From an optimization exercise on the open Yosys and OpenROAD flow, aimed at small area, a short achievable clock period and few clock cycles; shortcuts taken in it are not production practice.
At most, simulation tests tie the RTL to the original design; equivalence was not proved.
Function not checked in run 3: the RTL went through the layout flow alone.
Power and IR drop assume default switching activity.

<file path="flow/design.v">
module pft_lzd (
    input  wire        clk,
    input  wire        rst,           
    input  wire [7:0]  reg_addr,      
    input  wire        reg_we,
    input  wire [31:0] reg_wdata,
    output reg  [31:0] reg_rdata,
    output wire        irq,
    output reg         buf_en,
    output reg         buf_we,
    output reg  [16:0] buf_addr,
    output reg  [7:0]  buf_wdata,
    input  wire [7:0]  buf_rdata,
    output reg         out_re,
    output reg  [24:0] out_raddr,
    input  wire [7:0]  out_rdata,
    output reg         out_we,
    output reg  [24:0] out_waddr,
    output reg  [7:0]  out_wdata
);
    localparam [3:0] F_ALIGN   = 4'd2;
    localparam [3:0] F_OOB     = 4'd3;
    localparam [3:0] F_CSUM    = 4'd4;
    localparam [3:0] F_NOSIG   = 4'd5;
    localparam [3:0] F_OVERSZ  = 4'd6;
    localparam [3:0] F_INCOMPL = 4'd7;
    localparam [3:0] F_ZEROOFF = 4'd8;
    localparam [3:0] F_NOTRL   = 4'd9;
    localparam [3:0] F_OUTCAP  = 4'd10;
    localparam [3:0] F_OFFBEF  = 4'd11;
    localparam [3:0] F_ILLCMD  = 4'd12;
    localparam [4:0]
        S_IDLE  = 5'd0,
        S_CMD   = 5'd1,    
        S_CK    = 5'd2,    
        S_CKE   = 5'd3,    
        S_HDR   = 5'd4,    
        S_HDR1  = 5'd5,    
        S_HDRC  = 5'd6,    
        S_RAWC  = 5'd7,    
        S_RAW   = 5'd8,    
        S_RSKIP = 5'd9,    
        S_TOK   = 5'd10,   
        S_MSK1  = 5'd11,   
        S_CP1   = 5'd12,   
        S_EXT   = 5'd13,   
        S_CPC   = 5'd14,   
        S_CPY   = 5'd15,   
        S_TRL   = 5'd16,   
        S_TRL1  = 5'd17,   
        S_IV    = 5'd18,   
        S_XC    = 5'd19,   
        S_XR    = 5'd20,   
        S_XW    = 5'd21;   
    reg  [4:0]  state;
    reg  [1:0]  ctrl_op;
    reg         ctrl_endian;
    reg         ctrl_ie;
    reg         st_done;
    reg         st_err;
    reg  [3:0]  err_code;     
    reg         errf;         
    reg  [31:0] buf_len;
    reg  [7:0]  model;
    reg  [31:0] xbase, xivoff, xstart, xlen;
    reg  [17:0] ic;           
    reg  [25:0] oc;           
    reg  [31:0] iv0, iv1, iv2, iv3;    
    reg         kv;           
    reg  [17:0] sp;           
    reg  [31:0] acc;          
    reg         ckc;          
    reg  [22:0] cnt;          
    reg  [7:0]  s0;           
    reg  [15:0] blen;         
    reg  [15:0] rem;          
    reg  [16:0] mask;         
    reg         mflag;        
    reg  [10:0] offm1;        
    reg  [7:0]  hb;           
    reg         hv;           
    reg         sig_nz;       
    wire busy = (state != S_IDLE);
    assign irq = ctrl_ie & (st_done | st_err);
    wire [7:0] sbyte = hv ? hb : buf_rdata;
    wire cpy_last = (cnt == 23'd1);
    wire cpy_mrg;
    reg pop;                  
    always @* begin
        case (state)
            S_HDR, S_HDR1, S_TRL, S_TRL1, S_TOK, S_MSK1, S_CP1, S_EXT, S_RAW, S_RSKIP:
                pop = 1'b1;
            S_CPY:
                pop = cpy_mrg;
            default:
                pop = 1'b0;
        endcase
    end
    wire stream = (state >= S_CKE) && (state <= S_TRL1);
    wire [24:0] x_relh  = {blen, offm1[8:0]};
    wire [6:0]  x_b     = s0[6:0];                       
    wire [4:0]  kidx    = busy ? x_b[6:2] : reg_addr[6:2];
    wire [31:0] tmp0    = iv0 + ~iv2;
    wire [31:0] tmp1    = iv1 + ~iv3;
    wire [31:0] key_w;
    pft_lzd_key u_key (.idx(kidx), .tmp0(tmp0), .tmp1(tmp1),
                       .iv0(iv0), .iv1(iv1), .iv2(iv2), .iv3(iv3), .key(key_w));
    wire [31:0] x_mw    = acc - {x_relh, 7'd0};
    wire [31:0] x_mword = (x_b[1:0] == 2'd0) ? x_mw : acc;
    reg  [7:0]  x_mbyte;
    always @* begin
        case (ctrl_endian ? ~x_b[1:0] : x_b[1:0])
            2'd0: x_mbyte = x_mword[7:0];
            2'd1: x_mbyte = x_mword[15:8];
            2'd2: x_mbyte = x_mword[23:16];
            default: x_mbyte = x_mword[31:24];
        endcase
    end
    wire        xsel_iv = (state == S_IDLE) || (state == S_CMD);
    wire [31:0] xsum_b  = xsel_iv ? xivoff : xstart;
    wire [32:0] xsum    = {1'b0, xbase} + {1'b0, xsum_b};
    wire [18:0] xend    = {1'b0, xsum[17:0]} + (xsel_iv ? 19'd16 : {1'b0, xlen[17:0]});
    wire        x_hi    = (xbase[31:18] != 14'd0) || (xsum_b[31:18] != 14'd0) || xsum[18];
    wire        x_oob   = x_hi || (!xsel_iv && (xlen[31:18] != 14'd0)) ||
                          (xend > {1'b0, buf_len[17:0]});
    reg         xoob_r;
    always @(posedge clk) xoob_r <= x_oob;
    wire [10:0] cp_off   = {s0[7:5], sbyte};
    wire [22:0] cp_len   = {18'd0, s0[4:0]} + 23'd3;
    wire        cp_ext   = (s0[4:0] == 5'd7);
    wire [17:0] sp_inc  = sp + 18'd1;
    wire [22:0] cnt_nx  = cnt + ((state == S_EXT) ? {15'd0, sbyte} : 23'h7FFFFF);
    wire        ck_last = (sp_inc == buf_len[17:0]);
    wire [8:0]  ck_sum  = {1'b0, acc[7:0]} + {1'b0, buf_rdata} + {8'd0, ckc & (sp[1:0] != 2'd0)};
    wire [7:0]  ck_lane = ck_sum[7:0];
    wire        ck_cout = ck_sum[8];
    wire [25:0] oc_inc  = oc + 26'd1;
    wire [23:0] oc_plus = {1'b0, oc[22:0]} + {1'b0, cnt};
    wire        oc_over = oc[25] || (oc[24] && oc[23] && oc_plus[23] && (oc_plus[22:0] != 23'd0));
    wire [6:0]  oc_p6   = {1'b0, oc[5:0]} + {1'b0, cp_len[5:0]};
    wire        oc_ovcp = oc[25] || (oc[24] && oc[23] && (oc[22:6] == 17'h1FFFF) && (oc_p6 > 7'd64));
    reg  [15:0] hd_len;
    reg         hd_oversz;
    always @* begin
        hd_len    = blen;
        hd_oversz = 1'b0;
        if (blen == 16'hE000) begin
            if (model == 8'd1)      hd_len = 16'hC002;
            else if (model == 8'd2) hd_len = 16'h6000;
            else                    hd_oversz = 1'b1;
        end else if (blen > 16'h8000) begin
            hd_oversz = 1'b1;
        end
    end
    wire        sp_over  = cnt[22] || ({7'd0, hd_len} > cnt);
    wire        cke_ok   = (acc == 32'd0) && (buf_len[17:0] >= 18'h1F8) && sig_nz;
    wire        hd_raw1  = (model == 8'd1) && (blen == 16'hE000);
    wire        hd_raw2  = (model == 8'd2) && ((blen == 16'hE000) || (blen == 16'h6000));
    wire        rem0     = (rem == 16'd2);             
    wire        rem_lt2  = (rem[15:2] == 14'd0);       
    wire        rem1     = (rem == 16'd3);             
    wire        gv       = (mask[15:0] != 16'd0);      
    assign      cpy_mrg  = cpy_last && !rem_lt2 && (!gv || mask[16]);
    wire [17:0] t_pos    = ic + {16'd0, mflag, 1'b0};  
    reg  [4:0]  nstate;
    reg         flt;
    reg  [3:0]  fcode;
    reg  [31:0] fin, fval;
    reg         fin_done;
    always @* begin
        nstate   = state;
        flt      = 1'b0;
        fcode    = 4'd0;
        fin      = 32'd0;
        fval     = 32'd0;
        fin_done = 1'b0;
        case (state)
            S_CMD: begin
                if (ctrl_op == 2'd3) begin
                    flt = 1'b1; fcode = F_ILLCMD; fin = 32'd0; fval = 32'd3;
                end else if ((buf_len[31:18] != 14'd0) || (buf_len[17] && (buf_len[16:0] != 17'd0))) begin
                    flt = 1'b1; fcode = F_OOB; fin = buf_len; fval = 32'd0;
                end else if (ctrl_op == 2'd0) begin
                    if (buf_len[1:0] != 2'd0) begin
                        flt = 1'b1; fcode = F_CSUM; fin = buf_len; fval = {30'd0, buf_len[1:0]};
                    end else if (buf_len[17:0] == 18'd0) begin
                        flt = 1'b1; fcode = F_OOB; fin = 32'h1F6; fval = 32'd2;
                    end else begin
                        nstate = S_CK;
                    end
                end else begin
                    if (xoob_r) begin
                        flt = 1'b1; fcode = F_OOB; fin = xsum[31:0]; fval = 32'd16;
                    end else begin
                        nstate = S_IV;
                    end
                end
            end
            S_CK: if (ck_last) nstate = S_CKE;
            S_CKE: begin
                if (acc != 32'd0) begin
                    flt = 1'b1; fcode = F_CSUM; fin = 32'd0; fval = acc;
                end else if (buf_len[17:0] < 18'h1F8) begin
                    flt = 1'b1; fcode = F_OOB; fin = 32'h1F6; fval = 32'd2;
                end else if (!sig_nz) begin
                    flt = 1'b1; fcode = F_NOSIG; fin = 32'h1F6; fval = 32'd0;
                end else if (buf_len[17:0] < 18'h202) begin
                    flt = 1'b1; fcode = F_OOB; fin = 32'h200; fval = 32'd2;
                end else begin
                    nstate = S_HDR;
                end
            end
            S_HDR:  nstate = S_HDR1;
            S_HDR1: nstate = S_HDRC;
            S_HDRC: begin
                if (blen == 16'd0) begin
                    fin_done = 1'b1;
                end else if (hd_oversz) begin
                    flt = 1'b1; fcode = F_OVERSZ; fin = {14'd0, ic}; fval = {16'd0, blen};
                end else if (sp_over) begin
                    flt = 1'b1; fcode = F_INCOMPL; fin = {14'd0, ic}; fval = {16'd0, hd_len};
                end else if (hd_raw1 || hd_raw2) begin
                    nstate = S_RAWC;
                end else if (hd_len < 16'd2) begin
                    flt = 1'b1; fcode = F_NOTRL; fin = {14'd0, ic}; fval = {16'd0, hd_len};
                end else begin
                    nstate = (hd_len == 16'd2) ? S_TRL : S_TOK;
                end
            end
            S_RAWC: begin
                if (oc_over) begin
                    flt = 1'b1; fcode = F_OUTCAP; fin = {14'd0, ic}; fval = {9'd0, cnt};
                end else begin
                    nstate = S_RAW;
                end
            end
            S_RAW:   if (cnt == 23'd1) nstate = rem0 ? S_HDR : S_RSKIP;
            S_RSKIP: if (rem1) nstate = S_HDR;
            S_TOK: begin
                if (!gv) begin
                    if (rem_lt2) begin
                        flt = 1'b1; fcode = F_INCOMPL; fin = {14'd0, sp}; fval = {16'd0, blen};
                    end else begin
                        nstate = S_MSK1;
                    end
                end else if (!mask[16]) begin
                    if (rem0) begin
                        flt = 1'b1; fcode = F_INCOMPL; fin = {14'd0, sp}; fval = {16'd0, blen};
                    end else if (oc[25]) begin
                        flt = 1'b1; fcode = F_OUTCAP; fin = {14'd0, sp}; fval = 32'd1;
                    end else begin
                        nstate = rem1 ? S_TRL : S_TOK;
                    end
                end else begin
                    if (rem_lt2) begin
                        flt = 1'b1; fcode = F_INCOMPL; fin = {14'd0, sp}; fval = {16'd0, blen};
                    end else begin
                        nstate = S_CP1;
                    end
                end
            end
            S_MSK1: nstate = S_TOK;
            S_CP1: begin
                if (cp_ext) begin
                    nstate = S_EXT;
                end else if (cp_off == 11'd0) begin
                    flt = 1'b1; fcode = F_ZEROOFF; fin = {14'd0, t_pos}; fval = {9'd0, cp_len};
                end else if ((oc[25:11] == 15'd0) && (cp_off > oc[10:0])) begin
                    flt = 1'b1; fcode = F_OFFBEF; fin = {14'd0, t_pos}; fval = {21'd0, cp_off};
                end else if (oc_ovcp) begin
                    flt = 1'b1; fcode = F_OUTCAP; fin = {14'd0, t_pos}; fval = {9'd0, cp_len};
                end else begin
                    nstate = S_CPY;
                end
            end
            S_EXT: begin
                if (rem0) begin
                    flt = 1'b1; fcode = F_INCOMPL; fin = {14'd0, sp}; fval = {16'd0, blen};
                end else if (sbyte != 8'hFF) begin
                    nstate = S_CPC;
                end
            end
            S_CPC: begin
                if (offm1 == 11'h7FF) begin
                    flt = 1'b1; fcode = F_ZEROOFF; fin = {14'd0, t_pos}; fval = {9'd0, cnt};
                end else if ((oc[25:11] == 15'd0) && (offm1 >= oc[10:0])) begin
                    flt = 1'b1; fcode = F_OFFBEF; fin = {14'd0, t_pos}; fval = {21'd0, offm1 + 11'd1};
                end else if (oc_over) begin
                    flt = 1'b1; fcode = F_OUTCAP; fin = {14'd0, t_pos}; fval = {9'd0, cnt};
                end else begin
                    nstate = S_CPY;
                end
            end
            S_CPY: if (cpy_last) nstate = cpy_mrg ? (gv ? S_CP1 : S_MSK1) : (rem0 ? S_TRL : S_TOK);
            S_TRL: nstate = S_TRL1;
            S_TRL1: begin
                if ({s0, sbyte} != 16'd0) begin
                    flt = 1'b1; fcode = F_NOTRL; fin = {14'd0, ic}; fval = {16'd0, s0, sbyte};
                end else begin
                    nstate = S_HDR;
                end
            end
            S_IV: begin
                if (cnt[3:0] == 4'd0) begin
                    if (ctrl_op == 2'd2) fin_done = 1'b1;
                    else                 nstate = S_XC;
                end
            end
            S_XC: begin
                if (xstart[6:0] != 7'd0 || xlen[6:0] != 7'd0) begin
                    flt = 1'b1; fcode = F_ALIGN; fin = xstart; fval = xlen;
                end else if (xlen == 32'd0) begin
                    fin_done = 1'b1;
                end else if (xoob_r) begin
                    flt = 1'b1; fcode = F_OOB; fin = xsum[31:0]; fval = xlen;
                end else begin
                    nstate = S_XR;
                end
            end
            S_XR: nstate = S_XW;
            S_XW: if (cnt == 23'd1) fin_done = 1'b1; else nstate = S_XR;
            default: nstate = S_IDLE;
        endcase
        if (flt || fin_done) nstate = S_IDLE;
    end
    always @* begin
        buf_en    = 1'b0;
        buf_we    = 1'b0;
        buf_addr  = sp_inc[16:0];
        buf_wdata = buf_rdata ^ x_mbyte;
        out_re    = 1'b0;
        out_raddr = oc[24:0] + {14'h3FFF, ~((state == S_CP1) ? cp_off : offm1)} +
                    {24'd0, (state == S_CP1) || ((state == S_CPY) && (offm1 != 11'd0))};
        out_we    = 1'b0;
        out_waddr = oc[24:0];
        out_wdata = sbyte;
        case (state)
            S_CMD: begin
                buf_en = 1'b1;
                if (ctrl_op != 2'd0) buf_addr = xsum[16:0];
            end
            S_CK: begin
                buf_en = 1'b1;
                if (ck_last) buf_addr = 17'h200;
            end
            S_IV: buf_en = (cnt[3:0] != 4'd0);
            S_TOK: begin
                buf_en = 1'b1;
                out_we = gv & ~mask[16] & ~rem0 & ~oc[25];
            end
            S_RAW: begin
                buf_en = 1'b1;
                out_we = 1'b1;
            end
            S_CP1: begin
                buf_en = 1'b1;
                out_re = 1'b1;
            end
            S_CPC: out_re = 1'b1;
            S_CPY: begin
                buf_en    = pop;
                out_re    = 1'b1;
                out_we    = 1'b1;
                out_wdata = out_rdata;
            end
            S_XR: begin
                buf_en   = 1'b1;
                buf_addr = sp[16:0];
            end
            S_XW: begin
                buf_en   = 1'b1;
                buf_we   = 1'b1;
                buf_addr = sp[16:0];
            end
            default: buf_en = pop;
        endcase
    end
    always @* begin
        reg_rdata = 32'd0;
        if (reg_addr[7]) begin
            if (kv) reg_rdata = key_w;
        end else begin
            case (reg_addr[6:2])
                5'h00: reg_rdata = {27'd0, ctrl_ie, ctrl_endian, ctrl_op, 1'b0};
                5'h01: reg_rdata = {16'd0, 4'd0, st_err ? err_code : 4'd0, 5'd0, st_err, st_done, busy};
                5'h02: reg_rdata = buf_len;
                5'h03: reg_rdata = {24'd0, model};
                5'h04: reg_rdata = xbase;
                5'h05: reg_rdata = xivoff;
                5'h06: reg_rdata = xstart;
                5'h07: reg_rdata = xlen;
                5'h08: reg_rdata = {6'd0, oc};
                5'h09: reg_rdata = {14'd0, ic};
                5'h0A: reg_rdata = errf ? {blen, mask[15:0]} : 32'd0;
                5'h0B: reg_rdata = errf ? {6'd0, oc} : 32'd0;
                5'h0C: reg_rdata = errf ? acc : 32'd0;
                5'h0D: reg_rdata = 32'h0200_0000;
                5'h0E: reg_rdata = 32'h0002_0000;
                default: reg_rdata = 32'd0;
            endcase
        end
    end
    wire start = reg_we && (reg_addr == 8'h00) && !busy && reg_wdata[0];
    always @(posedge clk) begin
        if (rst) begin
            state       <= S_IDLE;
            ctrl_op     <= 2'd0;
            ctrl_endian <= 1'b0;
            ctrl_ie     <= 1'b0;
            st_done     <= 1'b0;
            st_err      <= 1'b0;
            errf        <= 1'b0;
            buf_len     <= 32'd0;
            model       <= 8'd0;
            xbase       <= 32'd0;
            xivoff      <= 32'd0;
            xstart      <= 32'd0;
            xlen        <= 32'd0;
            ic          <= 18'd0;
            oc          <= 26'd0;
            kv          <= 1'b0;
        end else begin
            if (reg_we) begin
                case (reg_addr)
                    8'h00: begin
                        ctrl_ie <= reg_wdata[4];
                        if (!busy) begin
                            ctrl_op     <= reg_wdata[2:1];
                            ctrl_endian <= reg_wdata[3];
                        end
                    end
                    8'h04: begin
                        if (reg_wdata[1]) st_done <= 1'b0;
                        if (reg_wdata[2]) st_err  <= 1'b0;
                    end
                    8'h08: if (!busy) buf_len <= reg_wdata;
                    8'h0C: if (!busy) model   <= reg_wdata[7:0];
                    8'h10: if (!busy) xbase   <= reg_wdata;
                    8'h14: if (!busy) xivoff  <= reg_wdata;
                    8'h18: if (!busy) xstart  <= reg_wdata;
                    8'h1C: if (!busy) xlen    <= reg_wdata;
                    default: ;
                endcase
            end
            if (start) begin
                st_done <= 1'b0;
                st_err  <= 1'b0;
                errf    <= 1'b0;
                ic      <= 18'd0;
                oc      <= 26'd0;
                state   <= S_CMD;
            end else begin
                state <= nstate;
            end
            if (flt) begin
                st_err <= 1'b1;
                errf   <= 1'b1;
            end
            if (fin_done) st_done <= 1'b1;
            if (state == S_IV && cnt[3:0] == 4'd0) kv <= 1'b1;
            if (state == S_CKE && cke_ok) ic <= 18'h200;
            if (!flt) case (state)
                S_HDRC: ic <= sp;                       
                S_RAW:  if (cnt == 23'd1 && rem0) ic <= sp_inc;
                S_RSKIP: if (rem1) ic <= sp_inc;
                S_TOK:  if (gv && !mask[16]) ic <= sp_inc;
                S_CPY:  if (cnt == 23'd1) ic <= sp;
                S_TRL1: ic <= sp_inc;
                S_XW:   if (cnt == 23'd1) ic <= sp_inc;
                default: ;
            endcase
            if (out_we) oc <= oc_inc;
        end
    end
    always @(posedge clk) begin
        hb <= sbyte;
        if (stream) begin
            hv <= ~pop;
            if (pop) sp <= sp_inc;
        end
        if (flt) err_code <= fcode;
        case (state)
            S_IDLE: sp <= 18'h3FFFF;        
            S_CMD: begin
                acc    <= 32'd0;
                ckc    <= 1'b0;
                sig_nz <= 1'b0;
                cnt    <= 23'd15;
                sp     <= (ctrl_op == 2'd0) ? 18'd0 : xsum[17:0];
            end
            S_CK: begin
                hv  <= 1'b0;
                acc <= {ck_lane, acc[31:8]};
                ckc <= ck_cout;
                if ((sp[17:1] == 17'h000FB) && (buf_rdata != 8'd0)) sig_nz <= 1'b1;
                sp  <= ck_last ? 18'h200 : sp_inc;
            end
            S_HDR:  s0   <= sbyte;
            S_HDR1: begin
                blen <= {s0, sbyte};
                cnt  <= {5'd0, buf_len[17:0]} - {5'd0, sp} - 23'd7;
            end
            S_HDRC: begin
                blen  <= hd_len;
                cnt   <= hd_raw1 ? 23'h00C000 : 23'h006000;
                rem   <= (hd_raw1 || hd_raw2) ? (hd_raw1 ? 16'd4 : 16'd2) : hd_len;
                mask  <= 17'd0;
                mflag <= 1'b0;
            end
            S_RAW:   cnt <= cnt_nx;
            S_RSKIP: rem <= rem - 16'd1;
            S_TOK: begin
                s0  <= sbyte;
                rem <= rem - 16'd1;
                if (!gv) begin
                    mflag <= 1'b1;
                end else begin
                    mask <= {mask[15:0], 1'b0};
                    if (!mask[16]) mflag <= 1'b0;
                end
            end
            S_MSK1: begin
                mask <= {s0, sbyte, 1'b1};
                rem  <= rem - 16'd1;
            end
            S_CP1: begin
                offm1 <= cp_off - 11'd1;
                cnt   <= cp_len;
                rem   <= rem - 16'd1;
            end
            S_EXT: begin
                cnt <= cnt_nx;
                rem <= rem - 16'd1;
            end
            S_CPY: begin
                cnt <= cnt_nx;
                if (cpy_last) mflag <= 1'b0;
                if (cpy_mrg) begin
                    s0  <= sbyte;
                    rem <= rem - 16'd1;
                    if (!gv) mflag <= 1'b1;
                    else     mask  <= {mask[15:0], 1'b0};
                end
            end
            S_TRL: s0 <= sbyte;
            S_IV: begin
                sp  <= sp_inc;
                cnt <= cnt_nx;
                if (ctrl_endian) iv3 <= {iv3[23:0], buf_rdata};
                else             iv3 <= {buf_rdata, iv3[31:8]};
                if (cnt[1:0] == 2'd0 && cnt[3:2] != 2'd0) begin
                    iv2 <= ctrl_endian ? {iv3[23:0], buf_rdata} : {buf_rdata, iv3[31:8]};
                    iv1 <= iv2;
                    iv0 <= iv1;
                end
            end
            S_XC: begin
                cnt  <= {5'd0, xlen[17:0]};
                sp   <= xsum[17:0];
                s0   <= 8'd0;
                blen <= xstart[31:16];
                offm1[8:0] <= xstart[15:7];
            end
            S_XR: if (x_b[1:0] == 2'd0) acc <= key_w;
            S_XW: begin
                cnt <= cnt_nx;
                sp  <= sp_inc;
                s0  <= s0 + 8'd1;
                if (x_b[1:0] == 2'd0) acc <= x_mw;
                if (x_b == 7'd127) {blen, offm1[8:0]} <= x_relh + 25'd1;
            end
            default: ;
        endcase
        if (flt) begin
            acc        <= fval;               
            blen       <= fin[31:16];         
            mask[15:0] <= fin[15:0];
        end
    end
endmodule
module pft_lzd_key (
    input  wire [4:0]  idx,
    input  wire [31:0] tmp0, tmp1,
    input  wire [31:0] iv0, iv1, iv2, iv3,
    output wire [31:0] key
);
    wire [31:0] t = (idx[0] ? tmp1 : tmp0) ^ {32{idx[1]}};
    reg  [31:0] c;
    always @* begin
        case (idx[4:3])
            2'd0: c = iv0;
            2'd1: c = iv1;
            2'd2: c = iv2;
            default: c = iv3;
        endcase
    end
    wire [31:0] x = idx[2] ? t : ~(t ^ c);
    wire [31:0] y = idx[2] ? ~c : {t[30:0] | c[30:0], 1'b0};
    assign key = x + y;
endmodule
</file>
<file path="flow/flow/run.sh">
#!/bin/bash
# Own flow: the standard layout (standard.sh, unchanged synthesis), with the
# port buffers made of sky130_fd_sc_hd__buf_4 instead of the delay buffer that
# buffer_ports picks by default. Every port still gets its own buffer.
set -euo pipefail
W=$(pwd)
sed 's#^make -C \(.*\) "\${@:-finish}"$#make -C \1 "BUFFER_PORTS_ARGS=-buffer_cell sky130_fd_sc_hd__buf_4" "${@:-finish}"#' standard.sh > own_standard.sh
grep -q 'BUFFER_PORTS_ARGS=-buffer_cell sky130_fd_sc_hd__buf_4' own_standard.sh
bash own_standard.sh finish > make_finish.log 2>&1
test -s out/final.def
</file>
<file path="flow/standard.sh">
#!/bin/bash
# synth_recipe.tcl (not shown) runs the flow's synth.tcl, then flattens the netlist and writes it again
# the make line also repeats each setting of config.mk as NAME=value (left out here)
make -C /OpenROAD-flow-scripts/flow DESIGN_CONFIG=/design/flow/config.mk WORK_HOME=/design/flow/orfs CLKGATE_MAP_FILE= SYNTH_SCRIPT=/design/flow/synth_recipe.tcl "${@:-finish}"
</file>
<file path="flow/config.mk">
export PLATFORM = sky130hd
export DESIGN_NAME = pft_lzd
export DESIGN_NICKNAME = pft_lzd
export VERILOG_FILES = /design/flow/design.v
export SDC_FILE = /design/flow/constraint.sdc
export NUM_CORES = 8
export LEC_CHECK = 0
export CAP_MARGIN = 20
export CORE_MARGIN = 2
export CORE_UTILIZATION = 35
export SETUP_SLACK_MARGIN = 4
export SLEW_MARGIN = 20
</file>
<file path="flow/constraint.sdc">
create_clock -name core_clock -period 12.0 [get_ports {clk}]
set_input_delay 2.4000 -clock core_clock [delete_from_list [all_inputs] [get_ports {clk}]]
set_output_delay 2.4000 -clock core_clock [all_outputs]
set_load 0.01 [all_outputs]
</file>
==> results of run 1 <==
power by group through the flow:
| stage | clock [uW] | combinational, uW | sequential, uW |
|---|---|---|---|
| 2_1_floorplan | 0 | 5760 | 2360 |
| 3_3_place_gp | 0 | 8230 | 2660 |
| 3_5_place_dp | 0 | 8330 | 2660 |
| 4_1_cts | 2170 | 10400 | 2630 |
| 5_1_grt | 2240 | 12300 | 2640 |
| 6_report | 2170 | 11700 | 2660 |
layout make-up:
| cell class | count | area share |
|---|---|---|
| Sequential cell | 511 | 0.2342 |
| Clock buffer | 91 | 0.03374 |
| Inverter | 337 | 0.02298 |
| Multi-Input combinational cell | 4707 | 0.5886 |
| Timing Repair Buffer | 497 | 0.07219 |
| Tap cell | 1768 | 0.03987 |
| Clock inverter | 32 | 0.007172 |
| Antenna cell | 28 | 0.001263 |
registers in the layout (all words and copies together), names as in the netlist, 5 cells and up:
| name | count |
|---|---|
| acc | 32 |
| buf_len | 32 |
| iv0 | 32 |
| iv1 | 32 |
| iv2 | 32 |
| iv3 | 32 |
| xbase | 32 |
| xivoff | 32 |
| xlen | 32 |
| xstart | 32 |
| oc | 26 |
| cnt | 23 |
| ic | 18 |
| sp | 18 |
| mask | 17 |
| blen | 16 |
| rem | 16 |
| offm1 | 11 |
| hb | 8 |
| model | 8 |
| s0 | 8 |
| state | 5 |
cells in the final DEF, fill, tap and decap left out, types with 63 or more instances in the layout:
cell,Yosys,routed
a22oi_1,86,85
edfxtp_1,276,276
buf_4,25,467
a21o_1,96,96
nor3_1,130,123
a21oi_1,542,511
inv_1,332,318
dfxtp_1,235,234
xnor2_1,237,224
mux2i_1,114,104
ha_1,356,340
xor2_1,112,100
nand2_1,863,862
o21ai_0,350,318
nor4_1,70,67
nor2_1,386,366
nand4_1,63,63
clkbuf_16,0,70
nand3_1,154,151
a222oi_1,73,73
metrics by stage:
step / std cells / worst slack [ps] / area [um^2]
6_report: 7971 / 3149 / 55480
5_1_grt: 7946 / 2925 / 55420
4_1_cts: 7889 / 3168 / 54450
3_5_place_dp: 7660 / 2404 / 50560
3_3_place_gp: 7660 / 2454 / 50560
2_1_floorplan: 5918 / 3690 / 47190
cells by family after synthesis:
family | count (synthesis) | share of synthesized area
compound gates | 1817 | 0.2549
xor+xnor | 350 | 0.06556
fa+ha+maj | 372 | 0.1012
buf+inv | 701 | 0.05906
flops | 511 | 0.2766
mux | 170 | 0.04540
simple gates | 1997 | 0.1972
synth_stat cells (47+ instances only):
cell,instances,area share
a211oi_1,48,0.0077
a21o_1,96,0.015
a21oi_1,542,0.058
a221oi_1,63,0.012
a222oi_1,73,0.016
a22o_1,60,0.011
a22oi_1,86,0.014
a31oi_1,48,0.0064
and3_1,57,0.0076
clkbuf_1,281,0.022
dfxtp_1,235,0.10
edfxtp_1,276,0.18
ha_1,356,0.095
inv_1,332,0.027
mux2i_1,114,0.024
nand2_1,863,0.069
nand2b_1,47,0.0063
nand3_1,154,0.016
nand4_1,63,0.0084
nor2_1,386,0.031
nor3_1,130,0.014
nor4_1,70,0.0093
o211ai_1,49,0.0078
o21ai_0,350,0.037
o22ai_1,65,0.0087
xnor2_1,237,0.044
xor2_1,112,0.021
worst max-delay path, stage by stage:
cell and delay [ps]:
buf_12 110, mux2i_4 180, buf_12 170, mux4_2 520, inv_2 60, ha_1 110, mux2i_1 70, ha_2 240
fa_2 370, a211oi_2 260, o21ai_1 110, a21oi_2 200, o2111ai_2 160, a21oi_2 220, o21bai_2 110, a41oi_2 200
o2111ai_1 180, a21oi_2 240, xor2_2 240, o22ai_4 130, buf_6 170
final timing paths:
| kind | from | to | slack, ps | cells past startpoint |
|---|---|---|---|---|
| setup reg to reg | blen[9] | ic[16] | 4770 | 21 |
| hold / removal | iv2[9] | iv1[9] | 470 | 0 |
| hold reg to reg | iv2[9] | iv1[9] | 470 | 0 |
| setup / recovery | reg_addr[6] | reg_rdata[30] | 3150 | 21 |
layer usage:
metal / routed length [um] / vias up / track usage
met5: 151 / - / 0
met4: 21530 / 24 / 0.2479
met3: 30680 / 963 / 0.1051
met2: 105200 / 3684 / 0.5225
met1: 93350 / 24900 / 0.4332
li1: - / 22300 / -
what timing repair did:
| item | in CTS | in global routing |
|---|---|---|
| gates resized for setup | 157 | 113 |
| hold endpoints to repair | 0 | 0 |
| pin swaps | 68 | 82 |
| setup endpoints to repair | 64 | 55 |
| buffers inserted | 101 | 54 |
| cloned | 5 | 0 |
==> summary.txt, run 1 <==
Pwr
  • Power Internal: 8535 uW
  • Sw power: 8010 uW
  • Seq pwr share: 0.161
  • Power Dens Cells: 298.2 mW/mm^2
  • Static Leakage: 0.02185 uW
  • Combinational Power Share: 0.708
  • Total power: 16550 uW
  • Switching Share: 0.4841
  • Clk pwr share: 0.131
  • Worst vdd ir: 0.0003503 V

Setup path
  • Crit path capture type: output pin
  • Crit Path Max Fanout: 7
  • Crit Path Class: input port to output pin
  • Req. time, crit path: 9600 ps
  • Crit path DAT: 6450 ps
  • Critical Path Source Type: input port

Detailed routing
  • Vias/cell: 6.507
  • DR vias: 51870
  • Routed len/inst: 31.47 um
  • Final wirelength: 250.9 mm
  • ANT nets after route: 0
  • DRC errors left: 0
  • Initial drt markers: 8393
  • Drt pass-1 iters: 9

Clock tree
  • CTS H-tree lvls: 3
  • CTS max path bufs: 3
  • CTS tree: built
  • CTS root buf: clkbuf_16
  • Register clock-pin slew on the reported worst setup and hold paths: 60 ps
  • CTS Buf Count: 68
  • Worst-Skew Late Latency: 720 ps
  • Clk sinks: 511
  • Hold_buf cts: 0

Floorplan
  • Effective utilization at floorplan: 0.3524
  • Num ports: 179
  • Core Area: 0.1333 mm^2
  • Die H: 370.3 um
  • Die Area: 0.1371 mm^2
  • # rows: 134
  • Die Wd: 370.3 um

Timing
  • Max Clk Rate: 113.0 MHz
  • Min Tclk post-route: 8851 ps
  • Clock Skew: 62.41 ps
  • Final setup viols: 0
  • Fin Hold WS: 471.7 ps
  • Worst Max-Slew Pin Slew: 1192 ps
  • RSZ-0062 raised after global routing: yes
  • Setup TNS: 0 ps
  • Final period utilization: 0.7376
  • Slew Viols, Final: 0
  • Final hold violations: 0
  • Max_slew headroom: 0.2036

GRT
  • Largest net degree at the start of global routing: 102
  • Vias in the first global route: 47400
  • GRT Total Usage: 0.3516
  • Grt ovf: 0
  • Initial antenna violation count: 33
  • Global-route wire length before repair: 350.2 mm

Logic synthesis
  • YS warnings: 2
  • Post-synth EDFFs: 276
  • Post-synth ARST share: 0
  • Distinct cells, synth: 104
  • Synth Flop Type: edfxtp_1
  • Synth Area per Inst: 7.936 um^2
  • Yosys reg bits: 511
  • Synthesized area: 0.04697 mm^2
  • Syn Inst Count: 5918
  • Syn_nets: 6347
  • Sequential share of the synthesized area: 0.2766

Layout
  • Nets: 6551
  • Multi-input gate area: 0.03265 mm^2
  • Layout area overhead: 18.12%
  • Layout cells sized above 1: 0.1513
  • Util after Layout: 0.4162
  • FF/Latch Area: 0.01299 mm^2
  • Fillers: 13430

Flow run
  • Max-cap violations: 0

Run status
  • Status: complete, no violations

Placed design
  • Port Buf Inserts: 178
  • DP Wirelength: 187.5 mm
  • RD Place Congestion: 1.075

Worst hold path
  • Hold Path Class: flop to flop
Testbench counts, summed over its fixed seeds: cycles 425,930.
==> run 2: changes to the inputs <==
--- a/flow/config.mk
+++ b/flow/config.mk
@@ -8,5 +8,5 @@
 export CAP_MARGIN = 20
 export CORE_MARGIN = 2
 export CORE_UTILIZATION = 35
-export SETUP_SLACK_MARGIN = 4
+export SETUP_SLACK_MARGIN = 3
 export SLEW_MARGIN = 20
==> summary.txt, run 2 <==
Logic synthesis
  • Top cells by area, synth: edfxtp_1 (18%), dfxtp_1 (10%), ha_1 (9.5%)
  • Most common cell in the netlist: nand2_1
  • Sequential share of the synthesized area: 0.2766
  • Distinct cells, synth: 104
  • Synth Area per Inst: 7.936 um^2
  • Syn_nets: 6347
  • YS warnings: 2
  • Yosys reg bits: 511
  • Cell taking the most area after synthesis: edfxtp_1
  • Synth top cells by count: nand2_1 (863), a21oi_1 (542), nor2_1 (386), ha_1 (356), o21ai_0 (350)
  • Synthesized area: 0.04697 mm^2
  • Syn Inst Count: 5918
  • Synth top area share: 0.1765
  • Synth Flop Type: edfxtp_1
  • Post-synth ARST share: 0
  • Post-synth EDFFs: 276

Detailed routing
  • DR vias: 51540
  • Final wirelength: 250.4 mm
  • Drt pass-1 iters: 10
  • DRC errors left: 0
  • ANT nets after route: 0
  • Routed len/inst: 31.87 um
  • Vias/cell: 6.558
  • Initial drt markers: 8119

Setup path
  • Critical path origin: reg_addr[6]
  • Crit Path Max Fanout: 8
  • Reg2Reg Launch Point: state[1]
  • Crit path DAT: 6450 ps
  • Crit path capture type: output pin
  • Critical Path Source Type: input port
  • Worst R2R End: xoob_r
  • Crit path to: reg_rdata[25]
  • Worst R2R Path Depth: 26
  • Req. time, crit path: 9600 ps
  • Setup slack, reg-to-reg: 4540 ps
  • Crit Path Class: input port to output pin

Run status
  • Status: complete, no violations

Timing
  • RSZ-0062 raised after global routing: yes
  • Min Tclk post-route: 8848 ps
  • Final hold violations: 0
  • Slew Viols, Final: 0
  • Final setup viols: 0
  • Setup TNS: 0 ps
  • Max_slew headroom: 0.2237
  • Clock Skew: 45.12 ps
  • Worst Max-Slew Pin Slew: 1156 ps
  • Max Clk Rate: 113.0 MHz
  • Final period utilization: 0.7373

GRT
  • Vias in the first global route: 47330
  • Global-route wire length before repair: 350.3 mm
  • Largest net degree at the start of global routing: 99
  • Initial antenna violation count: 29
  • GRT Total Usage: 0.3529
  • Grt ovf: 0

Clock tree
  • CTS root buf: clkbuf_16
  • Worst-Skew Late Latency: 730 ps
  • Register clock-pin slew on the reported worst setup and hold paths: 50 ps
  • Hold_buf cts: 0
  • CTS tree: built
  • CTS Buf Count: 70
  • CTS max path bufs: 3
  • CTS H-tree lvls: 3
  • Clk sinks: 511

Layout
  • Layout area overhead: 15.17%
  • Layout cells sized above 1: 0.1248
  • Fillers: 13570
  • Most frequent cells in the layout: nand2_1 (861), a21oi_1 (523), buf_4 (373)
  • Nets: 6445
  • Commonest non-fill, non-tap cell in the layout: nand2_1
  • Fin cells: 7859

Floorplan
  • Die Area: 0.1371 mm^2
  • # rows: 134
  • Die H: 370.3 um
  • Die Wd: 370.3 um
  • Core Area: 0.1333 mm^2
  • Num ports: 179
  • Effective utilization at floorplan: 0.3524

Pwr
  • Power Dens Cells: 270.4 mW/mm^2
  • Static Leakage: 0.02122 uW
  • Worst vdd ir: 0.0003023 V

Placed design
  • RD Place Congestion: 1.089
  • Port Buf Inserts: 178
  • DP Wirelength: 188.2 mm
  • # placed instances: 7653

Flow run
  • Max-cap violations: 0

Worst hold path
  • Worst Hold Path Cells: 2
  • Hold Path Class: flop to flop
==> run 2: cell count changes in the layout (fill, tap and decap cells not counted), sizes merged <==
cell,delta
diode,-10
buf,-108
clkbuf,-1
clkinvlp,+1
bufbuf,-2
clkinv,+5
inv,+3
==> run 2: cells by family after synthesis <==
| family | synth area share |
|---|---|
| buf+inv | 0.05906 |
| fa+ha+maj | 0.1012 |
| mux | 0.04540 |
| flops | 0.2766 |
| simple gates | 0.1972 |
| compound gates | 0.2549 |
| xor+xnor | 0.06556 |
==> run 2: worst min-delay path by stage <==
stage                     startpoint    endpoint  slack, ps
after CTS                  xivoff[5]   xivoff[5]        470
after detailed placement   xivoff[5]   xivoff[5]        460
after floorplan               iv2[0]      iv1[0]        440
after global routing       xivoff[5]   xivoff[5]        490
after global placement     xivoff[6]   xivoff[6]        450
final                     xivoff[23]  xivoff[23]        480
==> run 2: worst max-delay path: stages <==
cell	delay, ps
buf_6	120
mux2i_4	260
buf_12	180
mux4_2	510
inv_1	70
ha_1	220
mux2i_1	170
ha_1	280
or4_4	490
nand4_1	110
nand4_1	130
a21oi_2	260
o21ba_4	210
o21ai_4	70
a21oi_1	180
xor2_1	110
o22ai_1	430
buf_4	230
==> run 2: per-stage QoR <==
stage / power, uW / hold slack (ps) / instance area, um^2 / worst slack [ps] / util
after floorplan: 7925 / 444.2 / 46970 / 3019 / -
after global placement: 10890 / 454.0 / 50370 / 2017 / 0.3779
after detailed placement: 10960 / 463.7 / 50380 / 2027 / 0.3780
after CTS: 13550 / 471.8 / 53270 / 2889 / 0.3997
after global routing: 15200 / 493.3 / 54060 / 2962 / 0.4056
final: 14630 / 476.3 / 54090 / 3152 / 0.4058
==> run 2: metal layers <==
layer  track usage  vias up  routed length [um]
li1              -    22070                   -
met5      0.001399        -                 306
met1        0.4297    24900               92980
met2        0.5273     3579              105200
met3        0.1094      963               30100
met4        0.2495       30               21870
==> run 2: final cells by class <==
cell class	count	area (um^2)	area share
clock buffer	88	1961	0.03625
multi-input combinational	4707	32030	0.5921
tap	1768	2212	0.04089
clock inverter	41	500.5	0.009252
sequential	511	12990	0.2402
inverter	337	1269	0.02345
antenna	18	45.04	0.0008327
timing repair buffer	389	3084	0.05702
==> run 2: where the power goes <==
group	internal, uW	leakage, uW	switching, uW
clock network	1310	0.00120	980
logic	3670	0.0156	6020
registers	2200	0.00444	444
total	7180	0.0212	7450
==> run 2: repair_timing <==
action / in CTS / in global routing
pin swaps: 12 / 46
endpoints found under the setup margin: 35 / 31
gates resized for setup: 47 / 102
setup buffers: 16 / 38
cloned: 3 / 1
==> run 3: changes to the inputs <==
--- a/flow/design.v
+++ b/flow/design.v
@@ -100,8 +100,9 @@
     wire [24:0] x_relh  = {blen, offm1[8:0]};
     wire [6:0]  x_b     = s0[6:0];                       
     wire [4:0]  kidx    = busy ? x_b[6:2] : reg_addr[6:2];
-    wire [31:0] tmp0    = iv0 + ~iv2;
-    wire [31:0] tmp1    = iv1 + ~iv3;
+    wire [31:0] tmp0, tmp1;
+    pft_lzd_tmp u_tmp0 (.a(iv0), .b(iv2), .t(tmp0));
+    pft_lzd_tmp u_tmp1 (.a(iv1), .b(iv3), .t(tmp1));
     wire [31:0] key_w;
     pft_lzd_key u_key (.idx(kidx), .tmp0(tmp0), .tmp1(tmp1),
                        .iv0(iv0), .iv1(iv1), .iv2(iv2), .iv3(iv3), .key(key_w));
@@ -598,3 +599,10 @@
     wire [31:0] y = idx[2] ? ~c : {t[30:0] | c[30:0], 1'b0};
     assign key = x + y;
 endmodule
+module pft_lzd_tmp (
+    input  wire [31:0] a,
+    input  wire [31:0] b,
+    output wire [31:0] t
+);
+    assign t = a + ~b;
+endmodule
--- a/flow/config.mk
+++ b/flow/config.mk
@@ -10,3 +10,4 @@
 export CORE_UTILIZATION = 35
 export SETUP_SLACK_MARGIN = 3
 export SLEW_MARGIN = 20
+export SYNTH_HIERARCHICAL = 1
==> summary.txt, run 3 <==
Clock tree
  • Register clock-pin slew on the reported worst setup and hold paths: 50 ps
  • Clk sinks: 511
  • CTS Buf Count: 67
  • CTS tree: built
  • CTS max path bufs: 3
  • CTS root buf: clkbuf_16
  • CTS H-tree lvls: 3
  • Worst-Skew Late Latency: 700 ps

Timing
  • Final hold violations: 0
  • Final setup viols: 0
  • Max_slew headroom: 0.2013
  • Clock Skew: 36.31 ps
  • RSZ-0062 raised after global routing: yes
  • Slew Viols, Final: 0
  • Max Clk Rate: 111.2 MHz
  • Final period utilization: 0.7493
  • Setup TNS: 0 ps
  • Worst Max-Slew Pin Slew: 1190 ps
  • Min Tclk post-route: 8991 ps

Setup path
  • Crit path buffers/inverters: 7
  • Max incr delay on CP: 540 ps
  • Critical Path Source Type: input port
  • Critical path's slowest cell: mux4_2
  • Crit Path Class: input port to output pin
  • Req. time, crit path: 9600 ps
  • Critical path origin: reg_addr[5]
  • Top Family by Delay on Critical Path: compound AO/OA/AOI/OAI gates
  • Worst path most repeated cell: buf_12
  • Crit path capture type: output pin
  • Crit Path Max Fanout: 8
  • Crit path DAT: 6590 ps
  • Reg2Reg Launch Point: state[1]
  • Cell breakdown of the critical path: buf_12 > inv_4 > o21ai_4 > buf_12 > buf_12 > mux4_2 > inv_2 > ha_1 > mux2i_1 > ha_1 > buf_6 > nand4_1 > o41ai_4 > a31oi_2 > o31a_4 > o2111ai_4 > mux2i_2 > a2111oi_4 > nand2_1 > o21ai_4 > buf_6

GRT
  • Largest net degree at the start of global routing: 91
  • Grt ovf: 0
  • Global-route wire length before repair: 357.2 mm
  • Initial antenna violation count: 19
  • GRT Total Usage: 0.3483
  • Vias in the first global route: 47420

Pwr
  • Power Dens Cells: 227.4 mW/mm^2
  • Static Leakage: 0.02149 uW
  • Worst vdd ir: 0.0002414 V
  • Combinational Power Share: 0.633
  • Clk pwr share: 0.169
  • Power Internal: 6118 uW
  • Sw power: 6365 uW
  • Switching Share: 0.5099
  • Seq pwr share: 0.199

Floorplan
  • Core Area: 0.1373 mm^2
  • Die Wd: 375.8 um
  • Die H: 375.8 um
  • Effective utilization at floorplan: 0.3524
  • # rows: 136
  • Die Area: 0.1412 mm^2
  • Num ports: 179

Detailed routing
  • Routed len/inst: 32.18 um
  • DRC errors left: 0
  • Vias/cell: 6.533
  • ANT nets after route: 0
  • Drt pass-1 iters: 12
  • DR vias: 51890
  • Initial drt markers: 8900
  • Final wirelength: 255.6 mm

Logic synthesis
  • Synth Area per Inst: 8.049 um^2
  • Synth top cells by count: nand2_1 (801), a21oi_1 (571), nor2_1 (391), ha_1 (355), o21ai_0 (330)
  • Synthesized area: 0.04839 mm^2
  • Synth Area in Adders: 0.09759
  • Yosys reg bits: 511
  • Cell taking the most area after synthesis: edfxtp_1
  • Post-synth EDFFs: 276
  • Simple-gate share of the synthesized area: 0.1950
  • Syn Inst Count: 6012
  • Synth top area share: 0.1713
  • Sequential share of the synthesized area: 0.2685
  • Mux cell area share after synthesis: 0.06364
  • Most common cell in the netlist: nand2_1
  • Synth Area in XOR/XNOR: 0.06268
  • Syn_nets: 6440
  • Distinct cells, synth: 118
  • Synth Flop Type: edfxtp_1
  • YS warnings: 8
  • Post-synthesis compound-gate area fraction: 0.2559
  • Post-synth ARST share: 0
  • Top cells by area, synth: edfxtp_1 (17%), dfxtp_1 (9.7%), ha_1 (9.2%)
  • Largest family of logic cells by synthesized area: compound AO/OA/AOI/OAI gates

Placed design
  • DP Wirelength: 196.0 mm
  • RD Place Congestion: 1.048
  • Port Buf Inserts: 178
  • # placed instances: 7786

Layout
  • Fillers: 14020
  • Commonest non-fill, non-tap cell in the layout: nand2_1
  • Nets: 6513
  • Fin cells: 7943
  • FF/Latch Area: 0.01300 mm^2
  • Multi-input gate area: 0.03321 mm^2
  • Layout area overhead: 13.44%
  • Layout cells sized above 1: 0.1308
  • Most frequent cells in the layout: nand2_1 (794), a21oi_1 (561), nor2_1 (380)

Run status
  • Status: complete, no violations

Flow run
  • Max-cap violations: 0

Worst hold path
  • Hold Path Class: flop to flop
  • Hold Crit Start: xivoff[29]
run 3: cell count changes after synthesis, moves of 17 or more:
| cell | previous run | this run |
|---|---|---|
| xnor2_1 | 237 | 214 |
| nand2_1 | 863 | 801 |
| o21ai_0 | 350 | 330 |
| o21bai_1 | 39 | 22 |
| a21oi_1 | 542 | 571 |
| mux2i_1 | 114 | 149 |
| o22ai_1 | 65 | 31 |
| inv_1 | 332 | 297 |
| mux2_2 | 24 | 72 |
run 3: logic make-up (layout without fill, tap and decap cells):
group                      count (synthesis)  count (layout)
DFF                                      511             511
buffers and inverters                    690             815
muxes                                    256             256
other                                      0              12
AOI/OAI and AO/OA                       1843            1843
and+or+nand+nor                         2003            2003
adders and majority gates                369             369
xor gates and xnor gates                 340             340
run 3: final timing paths:
check	end	depth (start not counted)	slack (ps)
max	reg_rdata[31]	21	3010
min	xivoff[29]	2	480
max reg2reg	xoob_r	31	4010
min reg2reg	xivoff[29]	2	480
run 3: what timing repair did:
item                                    CTS  global route
gates resized for setup                  38            56
endpoints found under the setup margin   41            40
gates cloned                              0             1
pin swaps                                10            23
setup buffers                             7            14
hold buffers                              0             0
run 3: power groups by stage:
| stage | Combinational [uW] | Clock, uW | Sequential [uW] |
|---|---|---|---|
| finish | 7900 | 2110 | 2480 |
| global route | 8270 | 2170 | 2460 |
| CTS | 7190 | 2120 | 2440 |
| detailed placement | 6880 | 0 | 2480 |
| global placement | 6850 | 0 | 2480 |
| floorplan | 4640 | 0 | 2210 |
run 3: stage by stage:
| step | setup WS (ps) | instance area (um^2) | hold slack (ps) | util | total power (uW) |
|---|---|---|---|---|---|
| after global placement | 1827 | 51990 | 461.9 | 0.3786 | 9336 |
| after detailed placement | 1755 | 51990 | 462.8 | 0.3786 | 9358 |
| after CTS | 2822 | 54420 | 475.6 | 0.3963 | 11750 |
| after floorplan | 3011 | 48400 | 420.9 | - | 6846 |
| final | 3009 | 54890 | 475.2 | 0.3997 | 12480 |
| after global routing | 2832 | 54870 | 482.8 | 0.3995 | 12910 |
run 3: layer usage:
layer / track usage / wire length [um] / up-vias
li1: - / - / 22570
met1: 0.4588 / 100400 / 24930
met2: 0.4903 / 102500 / 3575
met3: 0.09946 / 32290 / 797
met4: 0.2332 / 20270 / 20
met5: 0.003431 / 181 / -
run 3: worst reg2reg max path: cells and delay by family, from the launching register on:
family | cells | cell delay [ps]
buffers and inverters | 4 | 1210
multiplexers | 1 | 400
XOR/XNOR | 2 | 670
AND/OR/NAND/NOR | 7 | 1170
flip-flops | 1 | 570
AO/OA/AOI/OAI | 13 | 2760
adder cells (fa/ha/maj) | 4 | 1080
run 3: cell type report:
class,count,area share
Multi-Input combinational cell,4811,0.6050
Clock inverter,34,0.005926
Antenna cell,12,0.0005471
Timing Repair Buffer,388,0.05534
Clock buffer,87,0.03435
Sequential cell,511,0.2367
Inverter,306,0.02118
Tap cell,1794,0.04089
run 3: per-module statistics from Yosys, one instance, submodules excluded:
module / flops+latches / area (um^2)
pft_lzd: 511 / 40130
pft_lzd_key: 0 / 4215
pft_lzd_tmp: 0 / 2021
==> run 4: changes to the inputs <==
--- a/flow/design.v
+++ b/flow/design.v
@@ -100,14 +100,13 @@
     wire [24:0] x_relh  = {blen, offm1[8:0]};
     wire [6:0]  x_b     = s0[6:0];                       
     wire [4:0]  kidx    = busy ? x_b[6:2] : reg_addr[6:2];
-    wire [31:0] tmp0, tmp1;
-    pft_lzd_tmp u_tmp0 (.a(iv0), .b(iv2), .t(tmp0));
-    pft_lzd_tmp u_tmp1 (.a(iv1), .b(iv3), .t(tmp1));
+    wire [31:0] tmp0    = iv0 + ~iv2;
+    wire [31:0] tmp1    = iv1 + ~iv3;
     wire [31:0] key_w;
     pft_lzd_key u_key (.idx(kidx), .tmp0(tmp0), .tmp1(tmp1),
                        .iv0(iv0), .iv1(iv1), .iv2(iv2), .iv3(iv3), .key(key_w));
-    wire [31:0] x_mw    = acc - {x_relh, 7'd0};
-    wire [31:0] x_mword = (x_b[1:0] == 2'd0) ? x_mw : acc;
+    wire [31:0] x_mw    = key_w - {x_relh, 7'd0};
+    wire [31:0] x_mword = acc;
     reg  [7:0]  x_mbyte;
     always @* begin
         case (ctrl_endian ? ~x_b[1:0] : x_b[1:0])
@@ -562,12 +561,11 @@
                 blen <= xstart[31:16];
                 offm1[8:0] <= xstart[15:7];
             end
-            S_XR: if (x_b[1:0] == 2'd0) acc <= key_w;
+            S_XR: if (x_b[1:0] == 2'd0) acc <= x_mw;
             S_XW: begin
                 cnt <= cnt_nx;
                 sp  <= sp_inc;
                 s0  <= s0 + 8'd1;
-                if (x_b[1:0] == 2'd0) acc <= x_mw;
                 if (x_b == 7'd127) {blen, offm1[8:0]} <= x_relh + 25'd1;
             end
             default: ;
@@ -599,10 +597,3 @@
     wire [31:0] y = idx[2] ? ~c : {t[30:0] | c[30:0], 1'b0};
     assign key = x + y;
 endmodule
-module pft_lzd_tmp (
-    input  wire [31:0] a,
-    input  wire [31:0] b,
-    output wire [31:0] t
-);
-    assign t = a + ~b;
-endmodule
--- a/flow/config.mk
+++ b/flow/config.mk
@@ -8,6 +8,6 @@
 export CAP_MARGIN = 20
 export CORE_MARGIN = 2
 export CORE_UTILIZATION = 35
+export CTS_BUF_LIST = sky130_fd_sc_hd__clkbuf_4 sky130_fd_sc_hd__clkbuf_8
 export SETUP_SLACK_MARGIN = 3
 export SLEW_MARGIN = 20
-export SYNTH_HIERARCHICAL = 1
==> summary.txt, run 4 <==
Detailed routing
  • DRC errors left: 0
  • Initial drt markers: 7445
  • Drt pass-1 iters: 10
  • Final wirelength: 233.4 mm
  • Vias/cell: 6.397
  • Routed len/inst: 30.44 um
  • ANT nets after route: 0
  • DR vias: 49040

Logic synthesis
  • Most common cell in the netlist: nand2_1
  • Synth Flop Type: edfxtp_1
  • Syn Inst Count: 5644
  • Synth top area share: 0.1823
  • Synthesized area: 0.04547 mm^2
  • Cell taking the most area after synthesis: edfxtp_1
  • Top cells by area, synth: edfxtp_1 (18%), dfxtp_1 (10%), ha_1 (9.8%)
  • Distinct cells, synth: 100
  • Syn_nets: 6072
  • Synth Area per Inst: 8.057 um^2
  • Yosys reg bits: 511
  • Sequential share of the synthesized area: 0.2857
  • Synth top cells by count: nand2_1 (832), a21oi_1 (540), nor2_1 (366), ha_1 (355), o21ai_0 (318)
  • Post-synth EDFFs: 276
  • YS warnings: 2
  • Post-synth ARST share: 0

Setup path
  • Crit Path Max Fanout: 5
  • Req. time, crit path: 9600 ps
  • Setup slack, reg-to-reg: 4060 ps
  • Critical Path Source Type: input port
  • Critical path's slowest cell: mux4_2
  • Crit path capture type: output pin
  • Top Family by Delay on Critical Path: compound AO/OA/AOI/OAI gates
  • Reg2Reg Launch Point: blen[12]
  • Worst path most repeated cell: a21oi_4
  • Crit Path Class: input port to output pin
  • Max incr delay on CP: 500 ps
  • Cell breakdown of the critical path: buf_6 > a21oi_4 > buf_12 > buf_6 > mux4_2 > inv_1 > ha_1 > mux2i_2 > buf_4 > ha_1 > a211o_1 > o211ai_1 > a211o_1 > a21oi_4 > o211ai_1 > nand2b_1 > a21oi_4 > o31ai_4 > a21o_1 > a21oi_2 > xor2_1 > o22ai_1 > buf_4
  • Critical path origin: reg_addr[6]
  • Crit path DAT: 6610 ps
  • Crit path buffers/inverters: 6

Floorplan
  • Die Wd: 364.5 um
  • Num ports: 179
  • Die H: 364.5 um
  • Die Area: 0.1328 mm^2
  • # rows: 132
  • Core Area: 0.1292 mm^2
  • Effective utilization at floorplan: 0.3521

Pwr
  • Power Internal: 8264 uW
  • Static Leakage: 0.02105 uW
  • Sw power: 8442 uW
  • Power Dens Cells: 317.9 mW/mm^2
  • Combinational Power Share: 0.712
  • Switching Share: 0.5053
  • Seq pwr share: 0.163
  • Clk pwr share: 0.125
  • Worst vdd ir: 0.0005697 V

Worst hold path
  • Hold Crit Start: iv2[21]
  • Hold Path Class: flop to flop

GRT
  • GRT Total Usage: 0.3370
  • Vias in the first global route: 44470
  • Initial antenna violation count: 27
  • Grt ovf: 0
  • Global-route wire length before repair: 323.9 mm
  • Largest net degree at the start of global routing: 80

Layout
  • Util after Layout: 0.4069
  • Post-route cell area: 0.05256 mm^2
  • Commonest non-fill, non-tap cell in the layout: nand2_1
  • Fin cells: 7667
  • Fillers: 13220
  • Most frequent cells in the layout: nand2_1 (827), a21oi_1 (514), buf_4 (384)
  • Nets: 6243
  • Layout area overhead: 15.58%
  • Layout cells sized above 1: 0.1389

Placed design
  • DP Area: 0.04906 mm^2
  • Port Buf Inserts: 178
  • DP Wirelength: 176.5 mm
  • RD Place Congestion: 1.068
  • Pre-CTS WS: 2208 ps
  • # placed instances: 7397

Clock tree
  • Register clock-pin slew on the reported worst setup and hold paths: 60 ps
  • Clk sinks: 511
  • CTS Buf Count: 97
  • CTS tree: built
  • CTS root buf: clkbuf_8
  • Worst-Skew Late Latency: 900 ps
  • CTS H-tree lvls: 3
  • CTS max path bufs: 3

Timing
  • Final period utilization: 0.7510
  • Final hold violations: 0
  • Setup TNS: 0 ps
  • Worst Max-Slew Pin Slew: 1223 ps
  • Max Clk Rate: 111.0 MHz
  • Final setup viols: 0
  • Slew Viols, Final: 0
  • RSZ-0062 raised after global routing: yes
  • Max_slew headroom: 0.1844
  • PnR worst setup slack: 2987 ps
  • Min Tclk post-route: 9013 ps
  • Clock Skew: 84.87 ps

Run status
  • Status: complete, no violations

Flow run
  • Max-cap violations: 0
-- run 4: changes by cell type after synthesis, moves of 20 or more --
cell | previous run | this run
nor2_1 | 391 | 366
nor4_1 | 84 | 61
a21oi_1 | 571 | 540
and2_1 | 46 | 22
o21bai_1 | 22 | 42
o211ai_1 | 64 | 35
a21o_1 | 87 | 113
o31ai_1 | 37 | 15
clkbuf_1 | 292 | 268
mux2i_1 | 149 | 101
nor3_1 | 135 | 91
mux2_2 | 72 | 17
nand2_1 | 801 | 832
xnor2_1 | 214 | 247
-- run 4: worst paths after layout --
check / to / cells after the start
max: reg_rdata[31] / 23
min: iv1[21] / 0
max reg2reg: acc[1] / 19
min reg2reg: iv1[21] / 0
-- run 4: power groups by stage --
stage | clock network, uW | logic, uW | registers, uW
floorplan | 0 | 7920 | 2370
global placement | 0 | 10700 | 2700
detailed placement | 0 | 10800 | 2700
CTS | 2090 | 11100 | 2670
global route | 2170 | 12700 | 2700
finish | 2090 | 11900 | 2730
-- run 4: cell families after synthesis --
| family | count (synthesis) | share of synthesized area |
|---|---|---|
| buf+inv | 636 | 0.05547 |
| xor+xnor | 360 | 0.06964 |
| flops | 511 | 0.2857 |
| compound gates | 1725 | 0.2480 |
| simple gates | 1882 | 0.1902 |
| fa+ha+maj | 369 | 0.1038 |
| mux | 161 | 0.04719 |
-- run 4: layer usage --
| metal | global-route usage | part of all wire |
|---|---|---|
| met1 | 0.4370 | 0.39 |
| met2 | 0.4896 | 0.41 |
| met3 | 0.1117 | 0.13 |
| met4 | 0.1873 | 0.064 |
| met5 | 0 | 0.00061 |
-- run 4: worst register-to-register path: cells and delay by family (launching register included) --
kind	cells	cell delay, ps
AOI/OAI and AO/OA	9	3060
and+or+nand+nor	6	2580
buffers and inverters	3	1330
DFF	1	360
adders and majority gates	1	250
-- run 4: metrics by stage --
stage / hold slack (ps) / total power, uW
after floorplan: 444.2 / 10300
after global placement: 457.0 / 13380
after detailed placement: 462.8 / 13450
after CTS: 437.9 / 15870
after global routing: 444.6 / 17610
final: 450.7 / 16710
-- run 4: timing repair --
item	in CTS	in global routing
hold buffers	0	0
endpoints found under the setup margin	27	25
pin swaps	9	64
buffers inserted	18	39
gates cloned	1	3
gates resized for setup	55	92
-- run 4: area by class of cell --
| type | count | area, um^2 | share of cell area |
|---|---|---|---|
| Antenna cell | 28 | 70.07 | 0.001333 |
| Sequential cell | 511 | 12990 | 0.2472 |
| Multi-Input combinational cell | 4497 | 30710 | 0.5842 |
| Clock buffer | 142 | 1735 | 0.03302 |
| Clock inverter | 39 | 519.2 | 0.009880 |
| Timing Repair Buffer | 401 | 3197 | 0.06083 |
| Inverter | 307 | 1156 | 0.02200 |
| Tap cell | 1742 | 2180 | 0.04147 |
Testbench counts of run 4, summed over its fixed seeds: cycles 425,930.
==> run 5: changes to the inputs <==
--- a/flow/config.mk
+++ b/flow/config.mk
@@ -8,6 +8,5 @@
 export CAP_MARGIN = 20
 export CORE_MARGIN = 2
 export CORE_UTILIZATION = 35
-export CTS_BUF_LIST = sky130_fd_sc_hd__clkbuf_4 sky130_fd_sc_hd__clkbuf_8
 export SETUP_SLACK_MARGIN = 3
 export SLEW_MARGIN = 20
==> summary.txt, run 5 <==
Run status
  • Status: complete, no violations

Setup path
  • Crit Path Class: input port to output pin
  • Reg2Reg Launch Point: state[1]
  • Setup slack, reg-to-reg: 3990 ps
  • Req. time, crit path: 9600 ps
  • Worst R2R End: acc[30]
  • Crit path DAT: 6640 ps
  • Crit Path Max Fanout: 5
  • Worst R2R Path Depth: 37
  • Crit path capture type: output pin
  • Critical Path Source Type: input port

Logic synthesis
  • Syn_nets: 6072
  • YS warnings: 2
  • Cell taking the most area after synthesis: edfxtp_1
  • Sequential share of the synthesized area: 0.2857
  • Post-synth ARST share: 0
  • Syn Inst Count: 5644
  • Synth Flop Type: edfxtp_1
  • Synth Area per Inst: 8.057 um^2
  • Synthesized area: 0.04547 mm^2
  • Synth top area share: 0.1823
  • Yosys reg bits: 511
  • Most common cell in the netlist: nand2_1
  • Synth top cells by count: nand2_1 (832), a21oi_1 (540), nor2_1 (366), ha_1 (355), o21ai_0 (318)
  • Top cells by area, synth: edfxtp_1 (18%), dfxtp_1 (10%), ha_1 (9.8%)
  • Distinct cells, synth: 100
  • Post-synth EDFFs: 276

Clock tree
  • CTS max path bufs: 3
  • Worst-Skew Late Latency: 730 ps
  • Register clock-pin slew on the reported worst setup and hold paths: 70 ps
  • Hold_buf cts: 0
  • CTS root buf: clkbuf_16
  • CTS Buf Count: 61
  • CTS tree: built
  • Clk sinks: 511
  • CTS H-tree lvls: 2

Placed design
  • Pre-CTS WS: 2208 ps
  • DP Wirelength: 176.5 mm
  • Port Buf Inserts: 178
  • # placed instances: 7397
  • RD Place Congestion: 1.068

Floorplan
  • # rows: 132
  • Die Area: 0.1328 mm^2
  • Die Wd: 364.5 um
  • Effective utilization at floorplan: 0.3521
  • Core Area: 0.1292 mm^2
  • Num ports: 179
  • Die H: 364.5 um

Flow run
  • Max-cap violations: 0

Timing
  • Max_slew headroom: 0.1725
  • Setup TNS: 0 ps
  • Final setup viols: 0
  • Max Clk Rate: 110.7 MHz
  • RSZ-0062 raised after global routing: yes
  • Worst Max-Slew Pin Slew: 1241 ps
  • Slew Viols, Final: 0
  • PnR worst setup slack: 2964 ps
  • Final period utilization: 0.7530
  • Final hold violations: 0
  • Min Tclk post-route: 9036 ps
  • Clock Skew: 48.40 ps

GRT
  • Met2 Usage GRT: 0.4893
  • Grt ovf: 0
  • Met3 Resource Use GR: 0.1027
  • Largest net degree at the start of global routing: 80
  • Global-route wire length before repair: 323.9 mm
  • Vias in the first global route: 44200
  • GR Layer Usage met1: 0.4384
  • Busiest layer in global routing: met2
  • Initial antenna violation count: 22
  • GRT Total Usage: 0.3356

Layout
  • Layout area overhead: 14.78%
  • Most frequent cells in the layout: nand2_1 (829), a21oi_1 (521), buf_4 (373)
  • Nets: 6197
  • Util after Layout: 0.4041
  • Layout cells sized above 1: 0.1226
  • Fin cells: 7584
  • Commonest non-fill, non-tap cell in the layout: nand2_1

Worst hold path
  • Hold endpoint: xivoff[20]
  • Hold Crit Start: xivoff[20]
  • Hold Path Class: flop to flop
  • Worst Hold Path Cells: 2

Detailed routing
  • DR vias: 48450
  • ANT nets after route: 0
  • Vias/cell: 6.389
  • DRC errors left: 0
  • Routed len/inst: 30.63 um
  • Final wirelength: 232.3 mm
  • Initial drt markers: 7109
  • Drt pass-1 iters: 13

Pwr
  • Power Dens Cells: 318.3 mW/mm^2
  • Worst vdd ir: 0.0005773 V
  • Static Leakage: 0.02083 uW
==> run 5: how the worst max path moves through the flow <==
stage	from	to	slack [ps]	cells after the start
2_1_floorplan	reg_addr[5]	reg_rdata[30]	3020	22
3_3_place_gp	reg_addr[5]	reg_rdata[30]	2300	23
3_5_place_dp	reg_addr[6]	reg_rdata[31]	2210	21
4_1_cts	reg_addr[6]	reg_rdata[31]	2990	22
5_1_grt	reg_addr[6]	reg_rdata[31]	2860	22
6_report	reg_addr[6]	reg_rdata[31]	2960	22
==> run 5: kinds of logic after synthesis <==
group / count (synthesis) / synth area share
xor+xnor: 360 / 0.06964
simple gates: 1882 / 0.1902
mux: 161 / 0.04719
fa+ha+maj: 369 / 0.1038
flops: 511 / 0.2857
compound gates: 1725 / 0.2480
buf+inv: 636 / 0.05547
==> run 5: per-layer routing <==
metal / up-vias / share of wire
li1: 21070 / -
met1: 23380 / 0.39
met2: 3237 / 0.41
met3: 736 / 0.13
met4: 24 / 0.065
met5: - / 0.00064
==> run 5: metrics by stage <==
| stage | power, uW | area [um^2] | hold WS [ps] |
|---|---|---|---|
| 3_3_place_gp | 13380 | 49050 | 457.0 |
| 4_1_cts | 15910 | 51640 | 457.7 |
| 5_1_grt | 17530 | 52150 | 485.8 |
| 2_1_floorplan | 10300 | 45480 | 444.2 |
| 6_report | 16620 | 52200 | 474.7 |
| 3_5_place_dp | 13450 | 49060 | 462.8 |
==> run 5: repair_timing <==
action / CTS / global route
endpoints found under the setup margin: 26 / 25
buffers inserted: 20 / 27
cloned: 2 / 2
pin swaps: 13 / 31
resized for setup: 47 / 60
==> run 5: final cells by class <==
type                       count  area [um^2]
clock buffer                  73         1623
tap                         1742         2180
inverter                     307         1156
fill                       13200        76960
antenna                       20        50.05
sequential                   511        12990
timing repair buffer         391         3153
multi-input combinational   4497        30520
clock inverter                43        521.8
==> run 5: where the power goes <==
part	internal, uW	switching, uW	total [uW]	leakage, uW
clock	1150	900	2050	0.00102
combinational	4900	6940	11800	0.0154
sequential	2190	535	2720	0.00443
==> run 5: critical path: stages <==
cell	delay (ps)
buf_6	140
a21oi_4	240
buf_6	150
mux4_2	520
inv_2	60
ha_1	220
mux2i_1	190
buf_4	140
ha_1	230
a211o_1	300
o211ai_1	170
a211o_1	230
a21oi_4	90
o211ai_1	240
nand2b_1	130
a21oi_4	220
o31ai_4	90
a21o_1	200
a21oi_2	200
xor2_1	90
o22ai_1	210
buf_4	160

port drivers added, routing unchanged:
The results above use ideal ports. As a check the final layouts listed here were re-extracted and re-timed, cells and wires unchanged.
Step 1: set_driving_cell puts a clkbuf_16 on clk and a buf_2 on each other input, an assumption about the parent block.
Step 2 adds t to the input delays and takes it off the output delays; t is the mean of the earliest and latest rising clock arrival at the registers after step 1. Input paths then give back, and output paths get back, about the clock's delay inside the block.
Three values: ideal, step 1, step 2; two values: the first two.
run	t (ns)	slack for setup (ns)	worst setup path at the end	slew at the worst register clock pin (ns)	worst slew at a driven data input, ns
run 1	0.771	3.149 / 3.041 / 3.041	input to output	0.07 / 0.07	0.16
run 2	0.787	3.152 / 3.046 / 3.046	input to output	0.07 / 0.07	0.16
run 3	0.763	3.009 / 2.944 / 2.944	input to output	0.07 / 0.07	0.08
run 4	0.939	2.987 / 2.954 / 2.954	input to output	0.08 / 0.08	0.08
run 5	0.792	2.964 / 2.930 / 2.930	input to output	0.07 / 0.07	0.08
After both steps setup and hold are still met in every run listed. The setup slack of run 1, which loses most, moves by -0.108 ns with the drivers and by -0.108 ns with both steps.
